Context: an optimization exercise on an open-source flow, tuned for small area. The choices shown serve that exercise and are no tape-out recipe. Only simulation tests tie the RTL to the original design; equivalence was not proved. Power is estimated from default activity; no workload was simulated.

==> violet <==
## mms_asc
module mms_asc (
    input  wire        clk,
    input  wire        rst,
    input  wire        tick,
    input  wire        cmd_valid,
    input  wire [31:0] cmd_word,
    output wire        ready,
    output wire [31:0] rd_data,
    output wire [15:0] pwm_duty
);
Settings: LEC_CHECK=0, CAP_MARGIN=20, CORE_MARGIN=2, CORE_UTILIZATION=55, CTS_BUF_LIST=sky130_fd_sc_hd__clkbuf_8 sky130_fd_sc_hd__clkbuf_16, CTS_CLUSTER_DIAMETER=60, CTS_CLUSTER_SIZE=20, HOLD_SLACK_MARGIN=0, PLACE_DENSITY=0.65, SLEW_MARGIN=20; clock period 25.0 ns.
standard.sh (not shown) runs the stock make flow with config.mk's settings and CLKGATE_MAP_FILE= SYNTH_SCRIPT=/design/flow/synth_recipe.tcl, a recipe that flattens the netlist after the stock synthesis.
==> flow/flow/run.sh <==
#!/bin/bash
# Standard layout, with buf_1 as the port buffer cell.
set -e
export BUFFER_PORTS_ARGS="-buffer_cell sky130_fd_sc_hd__buf_1"
bash standard.sh > standard.log 2>&1
==> inputs of sierra, as changes to violet <==
--- a/flow/design.v
+++ b/flow/design.v
@@ -171,22 +171,23 @@
     reg [15:0] lp_prev;
     reg [2:0]  env_state;
     reg        err;
     reg [2:0]  err_code;
     reg [6:0]  st;
     reg [5:0]  cnt;
     reg [4:0]  ph;
     reg [4:0]  sel;           
+    reg [31:0] cb;            
     reg        trans, all1, pc, ic, sticky, nm, gt, dsub;
     reg        t1p, t1r;      
     reg [21:0] H;
     reg [15:0] L;
     assign ready    = (st == S_IDLE);
-    assign rd_data  = {H[15:0], L};
+    assign rd_data  = cb;
     assign pwm_duty = pwm_duty_r;
     function [15:0] ring16(input [15:0] r, input [3:0] p);
         ring16 = ({r, r} << p) >> 16;
     endfunction
     function ge24(input [23:0] x, input [23:0] k);
         integer i;
         reg g, e;
         begin
@@ -287,17 +288,17 @@
             B_PCEN: bv = {6'd0, pwm_center};
             B_20K:  bv = 22'd20000;
             B_NCMP: bv = {6'd0, ncomp};
             default: bv = 22'd0;
         endcase
     end
     wire [21:0] bg  = (bgate & ~L[0]) ? 22'd0 : bv;
     wire [22:0] av  = (a_sel == A_ZERO) ? 23'd0 :
-                      (a_sel == A_SHL)  ? {H, L[15]} : {shin ? inb : H[21], H};
+                      (a_sel == A_SHL)  ? {H, L[15]} : {H[21], H};
     wire [22:0] sum;
     mms_div u_add (.a(av), .b({bg[21], bg}), .sub(sub), .cin(cin), .sum(sum));
     wire        pos = ~sum[22];
     function initbit(input [31:0] rv0, input [5:0] w, input [4:0] c);
         reg [31:0] pat;
         begin
             pat = rv0 << (6'd32 - w);
             initbit = pat[c];
@@ -307,17 +308,17 @@
         en_su, en_t0, en_t1, en_t2, en_sl, en_gn, en_ls,
         en_pm, en_pd, en_ge;
     reg si_pa, si_fq, si_ws, si_lf, si_amp, si_el, si_rs,
         si_su, si_t0, si_t1, si_t2, si_sl, si_gn, si_ls,
         si_pm, si_pd, si_ge;
     reg wr_pi, wr_ew, wr_at, wr_dc, wr_re, wr_so, wr_pce, wr_sc, wr_lp;
     reg wi_pi, wi_ew, wi_at, wi_dc, wi_re, wi_so, wi_pce, wi_sc, wi_lp;
     reg lf_step;
-    reg shin, inb;            
+    reg cb_in;
     wire c_lt16 = ~cnt[5] & ~cnt[4];
     wire c_lt8  = c_lt16 & ~cnt[3];
     wire c_lt4  = c_lt8 & ~cnt[2];
     wire c_lt3  = c_lt4 & ~(cnt[1] & cnt[0]);
     wire c_lt10 = c_lt16 & ~(cnt[3] & (cnt[2] | cnt[1]));
     wire c_lt11 = c_lt16 & ~(cnt[3] & (cnt[2] | (cnt[1] & cnt[0])));
     wire c_lt24 = ~cnt[5] & ~(cnt[4] & cnt[3]);
     wire c_lt30 = ~cnt[5] & ~(&cnt[4:1]);
@@ -387,18 +388,17 @@
         cnt_clr = 1'b0;
         a_sel   = A_H;
         b_sel   = B_ZERO;
         bgate   = 1'b0;
         sub     = 1'b0;
         cin     = 1'b0;
         h_op    = H_HOLD;
         l_op    = L_HOLD;
-        shin    = 1'b0;
-        inb     = 1'b0;
+        cb_in   = 1'b0;
         lf_step = 1'b0;
         {en_pa, en_fq, en_ws, en_lf, en_amp, en_el, en_rs,
          en_su, en_t0, en_t1, en_t2, en_sl, en_gn, en_ls,
          en_pm, en_pd, en_ge} = 17'd0;
         {wr_pi, wr_ew, wr_at, wr_dc, wr_re, wr_so, wr_pce, wr_sc, wr_lp} = 9'd0;
         si_pa = phase_acc[0];   si_fq = freq_hz[0];
         si_ws = wave_sel[0];    si_lf = noise_lfsr[0];  si_amp = env_amp[0];
         si_el = env_elapsed[0]; si_rs = env_rel_start[0];
@@ -442,77 +442,86 @@
                 if (tick) begin
                     st_n = S_TE0;
                 end else if (cmd_valid) begin
                     if (cmd_err_code != 3'd0)
                         st_n = S_ERR;
                     else case (op)
                         8'h01, 8'h02, 8'h05, 8'h07,
                         8'h09, 8'h0A: st_n = S_WR;
-                        8'h03, 8'h04, 8'h06, 8'h08, 8'h0B: st_n = W_WLS;
+                        8'h03, 8'h04, 8'h06, 8'h08, 8'h0B: st_n = S_WL;
                         8'h10: st_n = W_NON;
                         8'h11: st_n = (env_state == E_ATTACK || env_state == E_DECAY ||
                                        env_state == E_SUSTAIN) ? W_NOFF : S_IDLE;
                         8'h12: st_n = S_FRST;
                         8'h20: st_n = W_RD;
                         default: st_n = S_IDLE;
                     endcase
                 end
             end
             W_NON:  if (ph[3:0] == 4'd15) st_n = S_NON;
             W_NOFF: if (ph[3:0] == 4'd15) st_n = S_NOFF;
             W_WLS:  if (ph[3:0] == 4'd15) st_n = S_WLS;
-            W_EW:   if (ph == 5'd31) st_n = S_EW;
+            W_EW:   if (ph == 5'd15) st_n = S_EW;
             W_RD:   if (ph == 5'd31) st_n = S_RD;
             W_FQS1: if (ph == 5'd15) st_n = S_FQS1;
             W_FQS2: if (ph == 5'd31) st_n = S_FQS2;
             W_LP0:  if (ph[3:0] == P_LP1 - 4'd2) st_n = S_LP0;
             W_CL1:  if (ph[3:0] == P_THR - 4'd1) st_n = S_CL1;
             S_WR: begin
-                h_op = H_SHR; shin = 1'b1; inb = L[0];
+                if (cnt == 6'd0) l_op = L_LDC;          
                 case (sel[3:0])
-                    4'h1: begin en_fq = c_lt24; si_fq = L[0]; end
-                    4'h2: begin en_ws = c_lt3;  si_ws = L[0]; end
-                    4'h5: begin en_su = c_lt10; si_su = L[0]; end
-                    4'h7: begin en_gn = c_lt8;  si_gn = L[0]; end
-                    4'h9: begin en_ls = c_lt4;  si_ls = L[0]; end
-                    default: begin en_pm = c_lt16; si_pm = L[0]; end
+                    4'h1: begin en_fq = c_lt24; si_fq = cb[0]; end
+                    4'h2: begin en_ws = c_lt3;  si_ws = cb[0]; end
+                    4'h5: begin en_su = c_lt10; si_su = cb[0]; end
+                    4'h7: begin en_gn = c_lt8;  si_gn = cb[0]; end
+                    4'h9: begin en_ls = c_lt4;  si_ls = cb[0]; end
+                    default: begin en_pm = c_lt16; si_pm = cb[0]; end
                 endcase
-                if (cnt == 6'd37) begin
+                if (cnt == 6'd23) begin
                     st_n = (sel[3:0] == 4'h1) ? S_FQ0 :
                            (sel[3:0] == 4'h7) ? S_GE0 : S_IDLE;
                 end
             end
+            S_WL: begin
+                l_op = L_LDC;
+                st_n = W_WLS;
+            end
             S_WLS: begin
                 l_op = L_SHR;
                 case (sel[3:0])
                     4'h3:    begin wr_at  = 1'b1; wi_at  = L[0]; end
                     4'h4:    begin wr_dc  = 1'b1; wi_dc  = L[0]; end
                     4'h6:    begin wr_re  = 1'b1; wi_re  = L[0]; end
                     4'h8:    begin wr_sc  = 1'b1; wi_sc  = L[0]; end
                     default: begin wr_pce = 1'b1; wi_pce = L[0]; end
                 endcase
                 if (cnt == 6'd15) st_n = S_IDLE;
             end
             S_ERR: begin
-                st_n = sel[0] ? W_EW : S_EW;
+                if (sel[0]) begin
+                    if (cnt == 6'd0 || cnt == 6'd16) l_op = L_LDC;
+                    if (cnt == 6'd1) begin a_sel = A_ZERO; b_sel = B_L; h_op = H_SUM; end
+                    if (cnt == 6'd16) st_n = W_EW;
+                end else if (cnt == 6'd31) begin
+                    st_n = S_IDLE;
+                end
             end
             S_EW: begin
-                wr_ew = sel[0]; wi_ew = L[0];
-                h_op = H_SHR; shin = 1'b1;               
+                wr_ew = 1'b1; wi_ew = L[0];
+                h_op = H_SHR;                           
                 if (cnt == 6'd31) st_n = S_IDLE;
             end
             S_RD: begin
-                h_op = H_SHR; shin = 1'b1;
-                inb = ~cnt[5] & (rd_on ? rd_bit : (rd_sx & H[21]));
-                en_pa = ~cnt[5]; en_fq = c_lt24; en_ws = c_lt30; en_lf = ~cnt[5];
-                en_amp = c_lt30; en_el = ~cnt[5]; en_rs = c_lt30; en_su = c_lt30;
-                en_t0 = ~cnt[5]; en_t1 = 1'b1; en_t2 = 1'b1; en_sl = c_lt30;
-                en_gn = ~cnt[5]; en_ls = ~cnt[5]; en_pm = ~cnt[5]; en_pd = ~cnt[5];
-                if (cnt == 6'd37) st_n = S_IDLE;
+                cb_in = rd_on ? rd_bit : (rd_sx & cb[31]);
+                en_pa = 1'b1; en_fq = c_lt24; en_ws = c_lt30; en_lf = 1'b1;
+                en_amp = c_lt30; en_el = 1'b1; en_rs = c_lt30; en_su = c_lt30;
+                en_t0 = 1'b1; en_t1 = 1'b1; en_t2 = 1'b1; en_sl = c_lt30;
+                en_gn = 1'b1; en_ls = 1'b1; en_pm = 1'b1; en_pd = 1'b1;
+                if (cnt == 6'd31) st_n = S_IDLE;
             end
             S_NON: begin
                 en_t0 = 1'b1; si_t0 = attack_ms[0];
                 en_t1 = 1'b1; si_t1 = decay_ms[0];
                 en_t2 = 1'b1; si_t2 = release_ms[0];
                 en_sl = c_lt30; si_sl = sustain_lvl[0]; en_su = en_sl;
                 en_el = 1'b1; si_el = 1'b0;
                 en_amp = c_lt30; si_amp = 1'b0;
@@ -803,32 +812,33 @@
         tk_c <= (st == S_RD) & ((tk_x4 & tk_x2) | (tk_c & (tk_x4 ^ tk_x2)));
         if (st == S_LPS && h_op == H_SHR) sticky <= sticky | H[0];
         if (st == S_CL1) begin
             nm <= sym_v & H[21];
             gt <= pos ^ (sym_v & H[21]);
         end
         if (st == S_PK1) gt <= ~H[21] & pos;
     end
-    wire cmd_acc = (st == S_IDLE) && !tick && cmd_valid;
     always @(posedge clk) begin
-        if (cmd_acc) begin
-            H <= {6'd0, cmd_word[31:16]};
-            L <= cmd_word[15:0];
-        end else begin
-            case (h_op)
-                H_SUM, H_DIVQ: H <= sum[21:0];
-                H_SHR:         H <= sum[22:1];
-                default: ;
-            endcase
-            if (h_op == H_SHR)       L <= {sum[0], L[15:1]};
-            else if (h_op == H_DIVQ) L <= {L[14:0], pos};
-            else if (l_op == L_LDH)  L <= H[15:0];
-            else if (l_op == L_SHR)  L <= {1'b0, L[15:1]};
-        end
+        if (st == S_IDLE && !tick && cmd_valid)
+            cb <= cmd_word;
+        else
+            cb <= {cb_in, cb[31:1]};
+    end
+    always @(posedge clk) begin
+        case (h_op)
+            H_SUM, H_DIVQ: H <= sum[21:0];
+            H_SHR:         H <= sum[22:1];
+            default: ;
+        endcase
+        if (h_op == H_SHR)       L <= {sum[0], L[15:1]};
+        else if (h_op == H_DIVQ) L <= {L[14:0], pos};
+        else if (l_op == L_LDH)  L <= H[15:0];
+        else if (l_op == L_LDC)  L <= cb[15:0];
+        else if (l_op == L_SHR)  L <= {1'b0, L[15:1]};
     end
     always @(posedge clk) begin
         if (en_pa)  phase_acc     <= {si_pa,  phase_acc[31:1]};
         if (en_fq)  freq_hz       <= {si_fq,  freq_hz[23:1]};
         if (en_ws)  wave_sel      <= {si_ws,  wave_sel[2:1]};
         if (en_lf)  noise_lfsr    <= {si_lf,  noise_lfsr[15:1]} ^
                                      ((lf_step & noise_lfsr[0]) ? 16'h3400 : 16'h0000);
         if (en_amp) env_amp       <= {si_amp, env_amp[9:1]};
==> flow/run.sh (new file) <==
#!/bin/bash
# synth_recipe.tcl (not shown) runs the flow's synth.tcl, then flattens the netlist and writes it again
# the make line also repeats each setting of config.mk as NAME=value (left out here)
make -C /OpenROAD-flow-scripts/flow DESIGN_CONFIG=/design/flow/config.mk WORK_HOME=/design/flow/orfs CLKGATE_MAP_FILE= SYNTH_SCRIPT=/design/flow/synth_recipe.tcl finish
Settings changed: CORE_UTILIZATION 55 to 45, CTS_BUF_LIST sky130_fd_sc_hd__clkbuf_8 sky130_fd_sc_hd__clkbuf_16 to unset, CTS_CLUSTER_DIAMETER 60 to 80, CTS_CLUSTER_SIZE 20 to 28, PLACE_DENSITY 0.65 to 0.6.
removed: flow/flow/run.sh
removed: flow/standard.sh
==> inputs of garnet, as changes to violet <==
--- a/flow/design.v
+++ b/flow/design.v
@@ -129,42 +129,43 @@
         S_LP0 = 7'd48, S_LP1 = 7'd49, S_LPS = 7'd50, S_LP3 = 7'd51,
         S_LP5 = 7'd52, S_LPL = 7'd53, S_GM = 7'd54, S_SAT = 7'd55,
         W_CL1 = 7'd56, S_CL1 = 7'd57, S_CLP = 7'd58, S_CL2 = 7'd59,
         S_CL3 = 7'd60, S_CL4 = 7'd61, S_PM = 7'd62, S_PC = 7'd63,
         S_PK1 = 7'd64, S_PK2 = 7'd65, S_PW = 7'd66, W_NOFF = 7'd67;
     localparam [4:0]
         B_ZERO = 5'd0,  B_E    = 5'd1,  B_M16  = 5'd2,  B_RAW  = 5'd3,
         B_1000 = 5'd4,  B_L    = 5'd5,  B_H    = 5'd6,  B_S    = 5'd7,
-        B_REL  = 5'd8,  B_125  = 5'd9,  B_GAIN = 5'd10, B_GE9  = 5'd11,
+        B_REL_UNUSED = 5'd8,  B_125  = 5'd9,  B_GAIN = 5'd10, B_GE9  = 5'd11,
         B_SAT  = 5'd12, B_LPP  = 5'd13, B_THR  = 5'd14, B_PMAX = 5'd15,
         B_PCEN = 5'd16, B_20K  = 5'd17, B_NCMP = 5'd18, B_FREQ = 5'd19,
         B_M4   = 5'd20;
     localparam [1:0] A_H = 2'd0, A_ZERO = 2'd1, A_SHL = 2'd2;
     localparam [1:0] H_HOLD = 2'd0, H_SUM = 2'd1, H_SHR = 2'd2, H_DIVQ = 2'd3;
     localparam [1:0] L_HOLD = 2'd0, L_LDH = 2'd1, L_SHR = 2'd2, L_LDC = 2'd3;
     localparam [3:0] P_LP1 = 4'd14;    
     localparam [3:0] P_THR = 4'd13;    
-    reg [31:0] phase_acc;
+    reg [7:0]  idx_r;         
     reg [23:0] freq_hz;
     reg [2:0]  wave_sel;
     reg [15:0] noise_lfsr;
     reg [9:0]  env_amp;
     reg [31:0] env_elapsed;
     reg [9:0]  env_rel_start;
     reg [9:0]  sustain_lvl;
     reg [15:0] tb0;
     reg [15:0] tb1;           
     reg [15:0] tb2;           
     reg [9:0]  env_s_lvl;
     reg [7:0]  gain;
     reg [3:0]  lp_shift;
     reg [15:0] pwm_max;
     reg [15:0] pwm_duty_r;
     reg [8:0]  ge;            
+    reg [31:0] phase_acc;     
     reg [31:0] phase_inc;
     reg [31:0] err_word;
     reg [15:0] attack_ms;
     reg [15:0] decay_ms;
     reg [15:0] release_ms;
     reg [15:0] sample_out;
     reg [15:0] pwm_center;
     reg [15:0] sc_ctrl;
@@ -232,17 +233,17 @@
             8'h20: begin resv_bad = (arg[23:5] != 0); range_bad = ge24({19'd0, arg[4:0]}, 24'd27); end
             default: op_known = 1'b0;
         endcase
     end
     wire [2:0] cmd_err_code = (op == 8'h80) ? 3'd2 :
                               !op_known     ? 3'd1 :
                               resv_bad      ? 3'd3 :
                               range_bad     ? 3'd4 : 3'd0;
-    wire [7:0]  idx = phase_acc[31:24];
+    wire [7:0]  idx = idx_r;
     wire [14:0] sine_mag;
     mms_sine_rom u_rom (.i(idx[6:0]), .mag(sine_mag));
     wire [6:0] tri_v = idx[7] ? ~idx[6:0] : idx[6:0];
     wire [1:0] tri_c = (tri_v == 7'd127) ? 2'd3 :
                        ge24({17'd0, tri_v}, 24'd85) ? 2'd2 :
                        ge24({17'd0, tri_v}, 24'd43) ? 2'd1 : 2'd0;
     reg [15:0] rv;        
     reg        rsub;      
@@ -270,18 +271,17 @@
     always @(*) begin
         case (b_sel)
             B_E:    bv = {1'b0, env_elapsed[20:0]};
             B_M16:  bv = {2'd0, tb0, 4'd0};
             B_M4:   bv = {4'd0, tb0, 2'd0};
             B_RAW:  bv = {{6{rv[15]}}, rv};
             B_1000: bv = 22'd1000;
             B_L:    bv = {6'd0, L};
-            B_S:    bv = {12'd0, env_s_lvl};
-            B_REL:  bv = {12'd0, env_rel_start};
+            B_S:    bv = {12'd0, (env_state == E_RELEASE) ? env_rel_start : env_s_lvl};
             B_125:  bv = 22'd125;
             B_GAIN: bv = {14'd0, gain};
             B_GE9:  bv = {4'd0, ge, 9'd0};
             B_SAT:  bv = H[21] ? 22'h3F8000 : 22'h007FFF;
             B_LPP:  bv = {{6{lpp_v[15]}}, lpp_v};
             B_THR:  bv = {7'd0, thr_v[14:0]};
             B_PMAX: bv = {6'd0, pwm_max};
             B_PCEN: bv = {6'd0, pwm_center};
@@ -599,17 +599,17 @@
                         (env_state == E_DECAY)   ? B_1000 : B_ZERO;
                 st_n = S_EL;
             end
             S_K1: begin
                 a_sel = A_ZERO; h_op = H_SUM;
                 case (env_state)
                     E_ATTACK: b_sel = B_1000;
                     E_DECAY:  begin b_sel = B_S; sub = 1'b1; cin = 1'b1; end
-                    default:  b_sel = B_REL;
+                    default:  b_sel = B_S;
                 endcase
                 st_n = (env_state == E_DECAY) ? S_K2 : S_KL;
             end
             S_K2: begin
                 b_sel = B_1000; h_op = H_SUM;
                 st_n = S_KL;
             end
             S_KL: begin
@@ -628,17 +628,17 @@
                 end
                 if (cnt == 6'd19) st_n = (env_state == E_ATTACK) ? S_EZ : S_EQ1;
             end
             S_EQ1: begin
                 a_sel = A_ZERO; b_sel = B_L; sub = 1'b1; cin = 1'b1; h_op = H_SUM;
                 st_n = S_EQ2;
             end
             S_EQ2: begin
-                b_sel = (env_state == E_DECAY) ? B_1000 : B_REL; h_op = H_SUM;
+                b_sel = (env_state == E_DECAY) ? B_1000 : B_S; h_op = H_SUM;
                 st_n = S_EL;
             end
             S_EL: begin
                 l_op = L_LDH; a_sel = A_ZERO; h_op = H_SUM;
                 st_n = S_T1W;
             end
             S_EZ: begin
                 a_sel = A_ZERO; h_op = H_SUM;
@@ -821,17 +821,17 @@
             endcase
             if (h_op == H_SHR)       L <= {sum[0], L[15:1]};
             else if (h_op == H_DIVQ) L <= {L[14:0], pos};
             else if (l_op == L_LDH)  L <= H[15:0];
             else if (l_op == L_SHR)  L <= {1'b0, L[15:1]};
         end
     end
     always @(posedge clk) begin
-        if (en_pa)  phase_acc     <= {si_pa,  phase_acc[31:1]};
+        if (t1r && ph[4:3] == 2'b11) idx_r <= {si_pa, idx_r[7:1]};
         if (en_fq)  freq_hz       <= {si_fq,  freq_hz[23:1]};
         if (en_ws)  wave_sel      <= {si_ws,  wave_sel[2:1]};
         if (en_lf)  noise_lfsr    <= {si_lf,  noise_lfsr[15:1]} ^
                                      ((lf_step & noise_lfsr[0]) ? 16'h3400 : 16'h0000);
         if (en_amp) env_amp       <= {si_amp, env_amp[9:1]};
         if (en_el)  env_elapsed   <= {si_el,  env_elapsed[31:1]};
         if (en_rs)  env_rel_start <= {si_rs,  env_rel_start[9:1]};
         if (en_su)  sustain_lvl   <= {si_su,  sustain_lvl[9:1]};
@@ -839,16 +839,17 @@
         if (en_sl)  env_s_lvl     <= {si_sl,  env_s_lvl[9:1]};
         if (en_gn)  gain          <= {si_gn,  gain[7:1]};
         if (en_ls)  lp_shift      <= {si_ls,  lp_shift[3:1]};
         if (en_pm)  pwm_max       <= {si_pm,  pwm_max[15:1]};
         if (en_pd)  pwm_duty_r    <= {si_pd,  pwm_duty_r[15:1]};
         if (en_ge)  ge            <= {si_ge,  ge[8:1]};
     end
     always @(posedge clk) begin
+        phase_acc  <= {en_pa  ? si_pa  : phase_acc[0],  phase_acc[31:1]};
         phase_inc  <= {wr_pi  ? wi_pi  : phase_inc[0],  phase_inc[31:1]};
         err_word   <= {wr_ew  ? wi_ew  : err_word[0],   err_word[31:1]};
         attack_ms  <= {wr_at  ? wi_at  : attack_ms[0],  attack_ms[15:1]};
         decay_ms   <= {wr_dc  ? wi_dc  : decay_ms[0],   decay_ms[15:1]};
         release_ms <= {wr_re  ? wi_re  : release_ms[0], release_ms[15:1]};
         sample_out <= {wr_so  ? wi_so  : sample_out[0], sample_out[15:1]};
         pwm_center <= {wr_pce ? wi_pce : pwm_center[0], pwm_center[15:1]};
         sc_ctrl    <= {wr_sc  ? wi_sc  : sc_ctrl[0],    sc_ctrl[15:1]};
==> flow/flow/run.sh (replaced) <==
#!/bin/bash
# Standard layout, with buf_1 as the port buffer cell, clkbuf_8 leaf clock buffers, no dummy loads.
set -e
export BUFFER_PORTS_ARGS="-buffer_cell sky130_fd_sc_hd__buf_1"
export CTS_ARGS="-sink_clustering_enable -repair_clock_nets -sink_clustering_size 10 -sink_clustering_max_diameter 40 -sink_clustering_buffer sky130_fd_sc_hd__clkbuf_4 -dont_use_dummy_load"
bash standard.sh > standard.log 2>&1
Settings changed: ABC_AREA set to 1, CORE_UTILIZATION 55 to 60, CTS_BUF_LIST sky130_fd_sc_hd__clkbuf_8 sky130_fd_sc_hd__clkbuf_16 to unset, CTS_CLUSTER_DIAMETER 60 to 76, CTS_CLUSTER_SIZE 20 to 26, PLACE_DENSITY 0.65 to 0.68.
==> inputs of willow, as changes to violet <==
Settings changed: ABC_AREA set to 1, CTS_BUF_LIST sky130_fd_sc_hd__clkbuf_8 sky130_fd_sc_hd__clkbuf_16 to unset, CTS_CLUSTER_DIAMETER 60 to 80, CTS_CLUSTER_SIZE 20 to 28.
==> comparison table <==
	garnet	willow	sierra	violet
Result of the run	no timing/DRC/antenna violations	no timing/DRC/antenna violations	no timing/DRC/antenna violations	no timing/DRC/antenna violations
Most common cell after layout, fill and taps aside	nand2_1	nand2_1	nand2_1	edfxtp_1
Switching power share of the total	43.6%	46.6%	44.3%	44.7%
Final weighted congestion of routability-driven global placement	1.07	1.10	0.964	0.998
Worst-case hold path end point	phase_acc[7]	phase_inc[27]	phase_inc[19]	release_ms[8]
Achievable clock frequency	0.0750 GHz	0.0765 GHz	0.0702 GHz	0.0712 GHz
Cell Count, Final, Fillers Out	3521	3610	3210	3054
Share of the synthesized netlist area taken by xor and xnor gates	0.611%	0.601%	1.65%	1.80%
Seq group	1.65 mW	1.65 mW	1.71 mW	1.60 mW
Leading power group	sequential cells	combinational cells	combinational cells	combinational cells
DR WL met2	38500 um	38400 um	38600 um	38200 um
Slew of the pin with the lowest slew margin	1240 ps	1130 ps	1300 ps	1160 ps
Fraction of final layout cells with drive strength greater than 1	5.81%	6.30%	7.86%	8.44%
Buffering overhead	1.75%	1.70%	4.53%	2.79%
Average instance area after synthesis	8.36 um^2	8.37 um^2	10.4 um^2	10.2 um^2
Finished Core Util	64.4%	59.9%	50.0%	59.4%
Maximum cell stage delay along the critical path	680 ps	650 ps	820 ps	840 ps
CTS clk-pin slew, worst paths	100 ps	100 ps	110 ps	80 ps
Overall power of the completed layout	3.41 mW	3.89 mW	4.02 mW	3.88 mW
Required time worst endpoint	25430 ps	25490 ps	25490 ps	25330 ps
Post-Synthesis Cell Area	24400 um^2	24800 um^2	25400 um^2	25000 um^2

-- static timing again, ports no longer ideal --
How much do the figures lean on ideal ports? The routed layouts below were timed once more, with nothing changed but the port constraints.
Step 1 assumes that a clkbuf_16 drives the clock port and a buf_2 every other input.
Step 2 moves the port delays by t, midway between the first and last clock arrival at a register: inputs arrive t later, outputs are due t later. That takes back most of the time a late clock gives input paths.
Three values: no drivers, after step 1, after step 2; two values: the first two.
run | t, ns | setup slack, ns | worst hold slack (ns) | worst setup path at the end | clock arrival spread, ns
violet | 0.636 | 10.962 / 10.962 / 10.962 | 0.324 / 0.324 / 0.324 | register to register | 0.032 / 0.032
sierra | 0.681 | 10.747 / 10.747 / 10.747 | 0.324 / 0.324 / 0.324 | register to register | 0.045 / 0.045
garnet | 0.612 | 11.675 / 11.675 / 11.675 | 0.293 / 0.293 / 0.293 | register to register | 0.084 / 0.084
willow | 0.661 | 11.927 / 11.927 / 11.927 | 0.323 / 0.323 / 0.323 | register to register | 0.029 / 0.029
After both steps every run listed still meets setup and hold.
